Source: an optimization exercise on an open RTL-to-GDS flow (aim: small area). Production flows keep margins and buffers that such runs may drop. In this exercise RTL edits were held to simulation tests only and were not proved equivalent to the original. The flow treats the clock pin as an ideal source, which a real chip does not have. Power figures rest on the tool's default switching activity, not on a simulated workload.

== run 1 ==
==> flow/design.v <==
module nezoba_maptab (
    input  wire        cfg0,      
    input  wire        cfg1,      
    input  wire        cfg2,      
    input  wire        cfg15,     
    input  wire [3:0]  step,
    input  wire [14:0] p,         
    input  wire        tphase,    
    output wire        press,     
    output wire        bad        
);
    wire [15:0] q    = {5'b00000, p[14:4]};         
    wire        s0   = (step == 4'd0);
    wire        s1   = (step == 4'd1);
    wire        s2   = (step == 4'd2);
    wire        s3   = (step == 4'd3);
    wire c0_press  = cfg0 & q[step];
    wire c1_press  = cfg1 & (s0 ? p[8] & tphase :
                             (s1 | s2) ? p[9] :
                             s3 ? p[9] & tphase : 1'b0);
    wire c2_press  = cfg2 & (step == 4'd5) & p[9];
    wire c15_press = cfg15 & s1 & p[1];
    assign press = c0_press | c1_press | c2_press | c15_press;
    assign bad   = cfg15 & ((s0 & p[0]) | (s2 & p[1]));
endmodule
module nezoba_debounce #(
    parameter integer W = 8
) (
    input  wire         clk,
    input  wire         rst,
    input  wire         sample,    
    input  wire [7:0]   raw,
    input  wire         stable,    
    output wire         changed,   
    output reg  [W-1:0] acc
);
    reg [7:0] prev;
    assign changed = (raw != prev);
    wire [7:0] d = raw | {8{rst}};
    always @(posedge clk) begin
        if (rst || sample)
            prev <= d;
        if (rst || (sample && !changed && stable))
            acc <= d[W-1:0];
    end
endmodule
module nezoba_core (
    input  wire        clk,
    input  wire        rst,           
    input  wire [31:0] now,
    output reg  [1:0]  exp_op,
    input  wire [7:0]  exp_data,
    input  wire        exp_done,
    output wire [2:0]  pin_pullup,
    input  wire [2:0]  cfg_pin,
    output reg  [7:0]  evt,
    output reg         evt_valid,
    output wire        halted,
    output wire [1:0]  fault
);
    localparam [3:0] S_INIT  = 4'd0,    
                     S_BRD   = 4'd1,    
                     S_COPY  = 4'd2,    
                     S_BWAIT = 4'd3,    
                     S_TLOAD = 4'd4,    
                     S_CMPT  = 4'd5,    
                     S_CMPA  = 4'd6,    
                     S_CMPB  = 4'd7,    
                     S_RDA   = 4'd8,
                     S_RDB   = 4'd9,
                     S_SYNC  = 4'd10,   
                     S_WALK  = 4'd11,
                     S_DIAG  = 4'd12,
                     S_HALT  = 4'd13;
    reg  [3:0]  st;
    reg  [4:0]  k;
    reg  [31:0] rta, rtb, rtt;       
    reg         cy, gr;              
    reg         fa, fb, ft;          
    reg         tphase;              
    reg         cfg0, cfg1, cfg2, cfg15;
    wire k0   = (k == 5'd0);
    wire k31  = (k == 5'd31);
    wire nowk = now[k];
    reg c5000, c4999, c13299;
    always @(*) begin
        c5000  = 1'b0;
        c4999  = 1'b0;
        c13299 = 1'b0;
        case (k)
            5'd0, 5'd1:                           begin c4999 = 1'b1; c13299 = 1'b1; end
            5'd2:                                 c4999 = 1'b1;
            5'd3:                                 c5000 = 1'b1;
            5'd4, 5'd5, 5'd6, 5'd13:              c13299 = 1'b1;
            5'd7, 5'd8, 5'd9, 5'd12:              begin c5000 = 1'b1; c4999 = 1'b1; c13299 = 1'b1; end
            default: ;
        endcase
    end
    wire boot = (st == S_BWAIT);
    wire x    = boot ? rta[0] : nowk;
    wire y    = (st == S_CMPA) ? rta[0] : (st == S_CMPB) ? rtb[0] : rtt[0];
    wire cst  = boot ? c4999 : (st == S_CMPT) ? c13299 : c5000;
    wire cin  = k0 | cy;
    wire sd   = x ^ ~y ^ cin;
    wire g_nx = (sd != cst) ? sd : (~k0 & gr);
    always @(posedge clk) begin
        cy <= (x & ~y) | (x & cin) | (~y & cin);
        gr <= g_nx;
    end
    wire       smp_a = (st == S_RDA) && exp_done;
    wire       smp_b = (st == S_RDB) && exp_done;
    wire       chg_a, chg_b;
    wire [7:0] acc_a;
    wire [6:0] acc_b;                 
    nezoba_debounce #(.W(8)) u_bank_a (
        .clk(clk), .rst(rst), .sample(smp_a), .raw(exp_data),
        .stable(fa), .changed(chg_a), .acc(acc_a)
    );
    nezoba_debounce #(.W(7)) u_bank_b (
        .clk(clk), .rst(rst), .sample(smp_b), .raw(exp_data),
        .stable(fb), .changed(chg_b), .acc(acc_b)
    );
    wire [14:0] p = ~{acc_b, acc_a};     
    wire walk = (st == S_WALK);
    wire m_press, m_bad;
    nezoba_maptab u_map (
        .cfg0(cfg0), .cfg1(cfg1), .cfg2(cfg2), .cfg15(cfg15),
        .step(k[3:0]), .p(p), .tphase(tphase),
        .press(m_press), .bad(m_bad)
    );
    wire hit_bad = walk && !k[4] && m_bad;
    wire [2:0] n7 = {2'b00, p[0]} + {2'b00, p[1]} + {2'b00, p[2]} + {2'b00, p[4]}
                  + {2'b00, ~p[3]} + {2'b00, ~p[5]} + {2'b00, ~p[10]};
    reg xpos, xneg, ypos, yneg;
    always @(*) begin
        xpos = 1'b0; xneg = 1'b0; ypos = 1'b0; yneg = 1'b0;
        if (cfg0) begin
            xpos = p[3] & ~p[2];
            xneg = p[2] & ~p[3];
            ypos = p[0] & ~p[1];
            yneg = p[1] & ~p[0];
        end
        if (cfg2) begin
            xpos = n7[2];
            xneg = ~n7[2] & ~(n7[1] & n7[0]);
            ypos = p[6] | (p[4] & ~p[5]);
            yneg = ~p[6] & p[5] & ~p[4];
        end
    end
    reg [3:0] dcode;
    always @(*) begin
        case ({xpos, xneg, ypos, yneg})
            4'b0010: dcode = 4'd1;    
            4'b1010: dcode = 4'd2;    
            4'b1000: dcode = 4'd3;    
            4'b1001: dcode = 4'd4;    
            4'b0001: dcode = 4'd5;    
            4'b0101: dcode = 4'd6;    
            4'b0100: dcode = 4'd7;    
            4'b0110: dcode = 4'd8;    
            default: dcode = 4'd0;    
        endcase
    end
    assign pin_pullup = 3'b111;
    assign halted     = (st == S_DIAG) || (st == S_HALT);
    assign fault      = {halted, halted};
    always @(*) begin
        case (st)
            S_INIT:          exp_op = 2'd1;
            S_BRD, S_RDB:    exp_op = 2'd3;
            S_RDA:           exp_op = 2'd2;
            default:         exp_op = 2'd0;
        endcase
    end
    always @(*) begin
        evt_valid = 1'b0;
        evt       = 8'h00;
        case (st)
            S_TLOAD: begin evt_valid = k31; evt = 8'h00; end                
            S_CMPT:  begin evt_valid = k0;  evt = 8'h20; end                
            S_WALK: begin
                if (!k[4]) begin
                    evt_valid = m_press;  evt = {4'h4, k[3:0]};              
                end else if (k[3:1] == 3'b111) begin
                    evt_valid = 1'b1;
                    evt = k[0] ? 8'h80 : {4'h6, dcode};                     
                end
            end
            S_DIAG:  begin evt_valid = 1'b1; evt = 8'hE3; end
            default: ;
        endcase
    end
    wire pl_a = ((st == S_BRD) && exp_done) || (((st == S_COPY) || (st == S_BWAIT)) && k31);
    wire ld_a = walk && fa;
    wire ld_b = walk && fb;
    wire ld_t = (st == S_TLOAD) || (walk && ft);
    always @(posedge clk) begin
        rta <= pl_a ? now : {(ld_a ? nowk : rta[0]), rta[31:1]};
        rtb <= {(ld_b ? nowk : rtb[0]), rtb[31:1]};
        rtt <= {((st == S_COPY) ? rta[0] : ld_t ? nowk : rtt[0]), rtt[31:1]};
    end
    wire cfg_r = ~exp_data[7];
    always @(posedge clk) begin
        if (rst) begin
            st     <= S_INIT;
            k      <= 5'd0;
            tphase <= 1'b0;
            fa     <= 1'b0;
        end else begin
            k <= ((st == S_BRD) && exp_done) ? 5'd0 : k + 5'd1;
            if (smp_a) fa <= chg_a;
            if (smp_b) fb <= chg_b;
            case (st)
                S_INIT:   if (exp_done) st <= S_BRD;
                S_BRD: begin
                    if (exp_done) begin
                        if (fa && cfg_r == fb) begin
                            cfg0  <= (cfg_pin == 3'b111) && !cfg_r;
                            cfg1  <= (cfg_pin == 3'b111) &&  cfg_r;
                            cfg2  <= (cfg_pin == 3'b011) && !cfg_r;
                            cfg15 <= (cfg_pin == 3'b000) &&  cfg_r;
                            st    <= S_TLOAD;
                        end else begin
                            fa <= 1'b1;
                            fb <= cfg_r;
                            st <= S_COPY;
                        end
                    end
                end
                S_COPY:   if (k31) st <= S_BWAIT;
                S_BWAIT:  if (k31 && g_nx) st <= S_BRD;
                S_TLOAD:  if (k31) st <= S_CMPT;
                S_CMPT: begin
                    if (k31) begin
                        ft     <= g_nx;
                        tphase <= tphase ^ g_nx;
                        st     <= S_CMPA;
                    end
                end
                S_CMPA:   if (k31) begin fa <= g_nx; st <= S_CMPB; end
                S_CMPB:   if (k31) begin fb <= g_nx; st <= S_RDA; end
                S_RDA:    if (exp_done) st <= S_RDB;
                S_RDB:    if (exp_done) st <= S_SYNC;
                S_SYNC:   if (k31) st <= S_WALK;
                S_WALK: begin
                    if (hit_bad)  st <= S_DIAG;
                    else if (k31) st <= S_CMPT;
                end
                default:  st <= S_HALT;      
            endcase
        end
    end
endmodule
clock: 15.0 ns
lec_check: 0
cap_margin: 20
core_margin: 2
core_utilization: 40
place_density: 0.6
slew_margin: 20
standard.sh (not shown) runs the stock make flow with config.mk's settings and CLKGATE_MAP_FILE= SYNTH_SCRIPT=/design/flow/synth_recipe.tcl, a recipe that flattens the netlist after the stock synthesis.
==> flow/flow/run.sh <==
#!/bin/bash
# Standard layout, with the smallest buffer on the ports and a lighter clock
# tree: clkbuf_4 leaves without dummy loads, upsized after CTS where a leaf
# drives many flip-flops, and combinational cells brought back to their
# smallest drive where limits allow (flow/post_cts.tcl).
set -euo pipefail
export BUFFER_PORTS_ARGS="-buffer_cell sky130_fd_sc_hd__buf_1"
export CTS_ARGS="-sink_clustering_enable -repair_clock_nets -buf_list sky130_fd_sc_hd__clkbuf_4 -root_buf sky130_fd_sc_hd__clkbuf_8 -dont_use_dummy_load"
export POST_CTS_TCL="$(pwd)/flow/post_cts.tcl"
bash standard.sh > standard.log 2>&1
==> flow/flow/post_cts.tcl <==
# After CTS: a leaf clock buffer that drives many flip-flops gets the next
# drive strength, so that every flip-flop clock pin keeps a sharp slew.
set resized 0
foreach inst [get_cells -quiet clkbuf_*] {
  if {[get_property $inst ref_name] != "sky130_fd_sc_hd__clkbuf_4"} { continue }
  set out [get_pins -of_objects $inst -filter "direction==output"]
  set fanout [expr {[llength [get_pins -of_objects [get_nets -of_objects $out]]] - 1}]
  if {$fanout > 9} {
    replace_cell $inst sky130_fd_sc_hd__clkbuf_8
    incr resized
  }
}
puts "post_cts: resized $resized leaf clock buffers"
if {$resized > 0} {
  detailed_placement
  check_placement -verbose
  estimate_parasitics -placement
}

# Area recovery: every combinational cell whose drive is larger than its
# smallest variant goes back to the smallest one; repair_design then restores
# drive wherever that breaks a slew or capacitance limit.
set lib_area {}
foreach lc [get_lib_cells sky130_fd_sc_hd__tt_025C_1v80/*] {
  dict set lib_area [get_name $lc] [get_property $lc area]
}
set dont_use $::env(DONT_USE_CELLS)
set downsized 0
foreach inst [get_cells *] {
  set m [get_property $inst ref_name]
  if {![regexp {^(sky130_fd_sc_hd__[a-z0-9]+)_([0-9]+)$} $m - base drv]} { continue }
  if {[string match "*clk*" $base] || [string match "*df*" $base] || [string match "*buf*" $base] || [string match "*conb*" $base]} { continue }
  if {![dict exists $lib_area $m]} { continue }
  set best $m
  set best_area [dict get $lib_area $m]
  dict for {name a} $lib_area {
    if {[regexp "^${base}_\[0-9\]+\$" $name] && $a < $best_area && [lsearch -exact $dont_use $name] < 0} {
      set best $name
      set best_area $a
    }
  }
  if {$best != $m} {
    replace_cell $inst $best
    incr downsized
  }
}
puts "post_cts: downsized $downsized cells"
estimate_parasitics -placement
repair_design -slew_margin 20 -cap_margin 20
detailed_placement
check_placement -verbose
estimate_parasitics -placement
Run 1 finished all stages; the layout is clean.
What run 2 does differently from run 1 at the input level:
==> flow/flow/run.sh <==
#!/bin/bash
# Standard layout, with the smallest buffer on the ports and a lighter clock
# tree: clkbuf_4 leaves without dummy loads, upsized after CTS where a leaf
# drives many flip-flops (flow/post_cts.tcl).
set -euo pipefail
export BUFFER_PORTS_ARGS="-buffer_cell sky130_fd_sc_hd__buf_1"
export CTS_ARGS="-sink_clustering_enable -repair_clock_nets -buf_list sky130_fd_sc_hd__clkbuf_4 -root_buf sky130_fd_sc_hd__clkbuf_8 -dont_use_dummy_load"
export POST_CTS_TCL="$(pwd)/flow/post_cts.tcl"
bash standard.sh > standard.log 2>&1
Results
Every run in the comparison, run 2 and run 1, completed the flow with a clean layout.
Delta (run 2 minus run 1): post-synthesis to final-layout area growth level, sequential element share of the synthesized area level, setup slack level, site row count level.
Run 2 and run 1 ended up with nearly the same area of the multi-input gates.
The data required time at the worst endpoint on run 2 is in line with that on run 1.
Going from run 1 to run 2, switching power share of the total comparable; power share of the clock group did not really move.
As far as post-synthesis async set-or-reset flop share goes, run 2 and run 1 are indistinguishable; the numbers are identical.
Comparing run 2 with run 1, the internal power came out essentially unchanged.
Status: total power parity (run 1, run 2)
Input changes introduced in run 3 (baseline for comparison: run 2):
-- flow/flow/run.sh --
<<< run 2, line 7
export CTS_ARGS="-sink_clustering_enable -repair_clock_nets -buf_list sky130_fd_sc_hd__clkbuf_4 -root_buf sky130_fd_sc_hd__clkbuf_8 -dont_use_dummy_load"
export POST_CTS_TCL="$(pwd)/flow/post_cts.tcl"
bash standard.sh > standard.log 2>&1
>>> run 3, line 7
export CTS_ARGS="-sink_clustering_enable -repair_clock_nets -buf_list sky130_fd_sc_hd__clkbuf_4 -root_buf sky130_fd_sc_hd__clkbuf_8 -dont_use_dummy_load"
export POST_CTS_TCL="$(pwd)/flow/post_cts.tcl"
export RECOVER_POWER=100
bash standard.sh > standard.log 2>&1
==> flow/flow/post_cts.tcl <==
# After CTS: a leaf clock buffer that drives many flip-flops gets the next
# drive strength, so that every flip-flop clock pin keeps a sharp slew.
set resized 0
foreach inst [get_cells -quiet clkbuf_*] {
  if {[get_property $inst ref_name] != "sky130_fd_sc_hd__clkbuf_4"} { continue }
  set out [get_pins -of_objects $inst -filter "direction==output"]
  set fanout [expr {[llength [get_pins -of_objects [get_nets -of_objects $out]]] - 1}]
  if {$fanout > 9} {
    replace_cell $inst sky130_fd_sc_hd__clkbuf_8
    incr resized
  }
}
puts "post_cts: resized $resized leaf clock buffers"
if {$resized > 0} {
  detailed_placement
  check_placement -verbose
  estimate_parasitics -placement
}
Results
The power dissipated in combinational cells was comparable across run 3 and run 2.
Cmp run 3 and run 2 / part of the power in registers / higher: run 2
Between run 3 and run 2, the difference in cell area after layout is negligible.
Comparing worst supply voltage drop on vdd for run 3 and run 2, the bigger number came from run 3.
Compared run 3 vs run 2, and clock period minus worst slack is up in run 3.
Comparing run 3 with run 2, the clock network latency to the later pin of the worst-skew pair came out essentially unchanged.
Layout checks on run 3: not met. Flow itself completed; violations: capacitance limit, slew limit.
The higher fraction of the cycle the final worst path needs came out of run 3.
There was hardly any difference in via count between run 3 and run 2.
What run 4 does differently from run 3 at the input level:
- putting ABC_AREA at 1 where nothing was set
==> flow/flow/run.sh <==
#!/bin/bash
# Standard layout, with the smallest buffer on the ports and a lighter clock
# tree: clkbuf_4 leaves without dummy loads, upsized after CTS where a leaf
# drives many flip-flops, and combinational cells brought back to their
# smallest drive where limits allow (flow/post_cts.tcl).
set -euo pipefail
export BUFFER_PORTS_ARGS="-buffer_cell sky130_fd_sc_hd__buf_1"
export CTS_ARGS="-sink_clustering_enable -repair_clock_nets -buf_list sky130_fd_sc_hd__clkbuf_4 -root_buf sky130_fd_sc_hd__clkbuf_8 -dont_use_dummy_load"
export POST_CTS_TCL="$(pwd)/flow/post_cts.tcl"
bash standard.sh > standard.log 2>&1
-- flow/flow/post_cts.tcl --
<<< run 3, line 17
  estimate_parasitics -placement
}
>>> run 4, line 17
  estimate_parasitics -placement
}

# Area recovery: every combinational cell whose drive is larger than its
# smallest variant goes back to the smallest one; repair_design then restores
# drive wherever that breaks a slew or capacitance limit.
set lib_area {}
foreach lc [get_lib_cells sky130_fd_sc_hd__tt_025C_1v80/*] {
  dict set lib_area [get_name $lc] [get_property $lc area]
}
set dont_use $::env(DONT_USE_CELLS)
set downsized 0
foreach inst [get_cells *] {
  set m [get_property $inst ref_name]
  if {![regexp {^(sky130_fd_sc_hd__[a-z0-9]+)_([0-9]+)$} $m - base drv]} { continue }
  if {[string match "*clk*" $base] || [string match "*df*" $base] || [string match "*buf*" $base] || [string match "*conb*" $base]} { continue }
  if {![dict exists $lib_area $m]} { continue }
  set best $m
  set best_area [dict get $lib_area $m]
  dict for {name a} $lib_area {
    if {[regexp "^${base}_\[0-9\]+\$" $name] && $a < $best_area && [lsearch -exact $dont_use $name] < 0} {
      set best $name
      set best_area $a
    }
  }
  if {$best != $m} {
    replace_cell $inst $best
    incr downsized
  }
}
puts "post_cts: downsized $downsized cells"
estimate_parasitics -placement
repair_design -slew_margin 20 -cap_margin 20
detailed_placement
check_placement -verbose
estimate_parasitics -placement
Run 4 against run 3: worst setup slack went up by 0.069 ns; non-filler instance count after layout went up by 15%. Power after layout in run 4 vs run 3: up 0.043 mW. Comparing run 3 and run 4, the lower area added between synthesis and finish was measured on run 4. Run 4 reached the end of the flow, and the finished layout is clean on the timing, DRC and antenna checks. When run 4 is set beside run 3, its aggregate routed wire length turns out to be about 6.5% larger. Global routing usage on met2 up 3.0 points in run 4 wrt run 3. Lower critical path depth among run 3 and run 4: run 3. Diff run 3 -> run 4 | count of non-CTS buffers in the layout | decrease of 2.

-- what the ideal ports hide --
How much do the figures lean on ideal ports? The routed layouts below were timed once more, with nothing changed but the port constraints. Step 1 sets driving cells, clkbuf_16 on the clock port and buf_2 on the other inputs (assumed; they add their load-dependent delay and slew). Step 2 also shifts input and output timing later by t, the mid clock arrival at the registers, as if the neighbouring blocks saw the same clock. Slacks: ideal / step 1 / step 2; pairs: ideal / step 1.
| run | t (ns) | setup slack, ns | worst hold slack (ns) | worst setup path at the end | worst slew at a driven data input, ns |
|---|---|---|---|---|---|
| run 1 | 0.446 | 8.397 / 8.362 / 8.808 | 0.312 / 0.312 / 0.312 | register to output | 0.04 |
| run 2 | 0.446 | 8.397 / 8.362 / 8.808 | 0.312 / 0.312 / 0.312 | register to output | 0.04 |
| run 3 | 0.451 | 8.147 / 8.110 / 8.561 | 0.311 / 0.311 / 0.311 | register to output | 0.04 |
| run 4 | 0.436 | 8.216 / 8.181 / 8.617 | 0.313 / 0.313 / 0.313 | register to output | 0.04 |
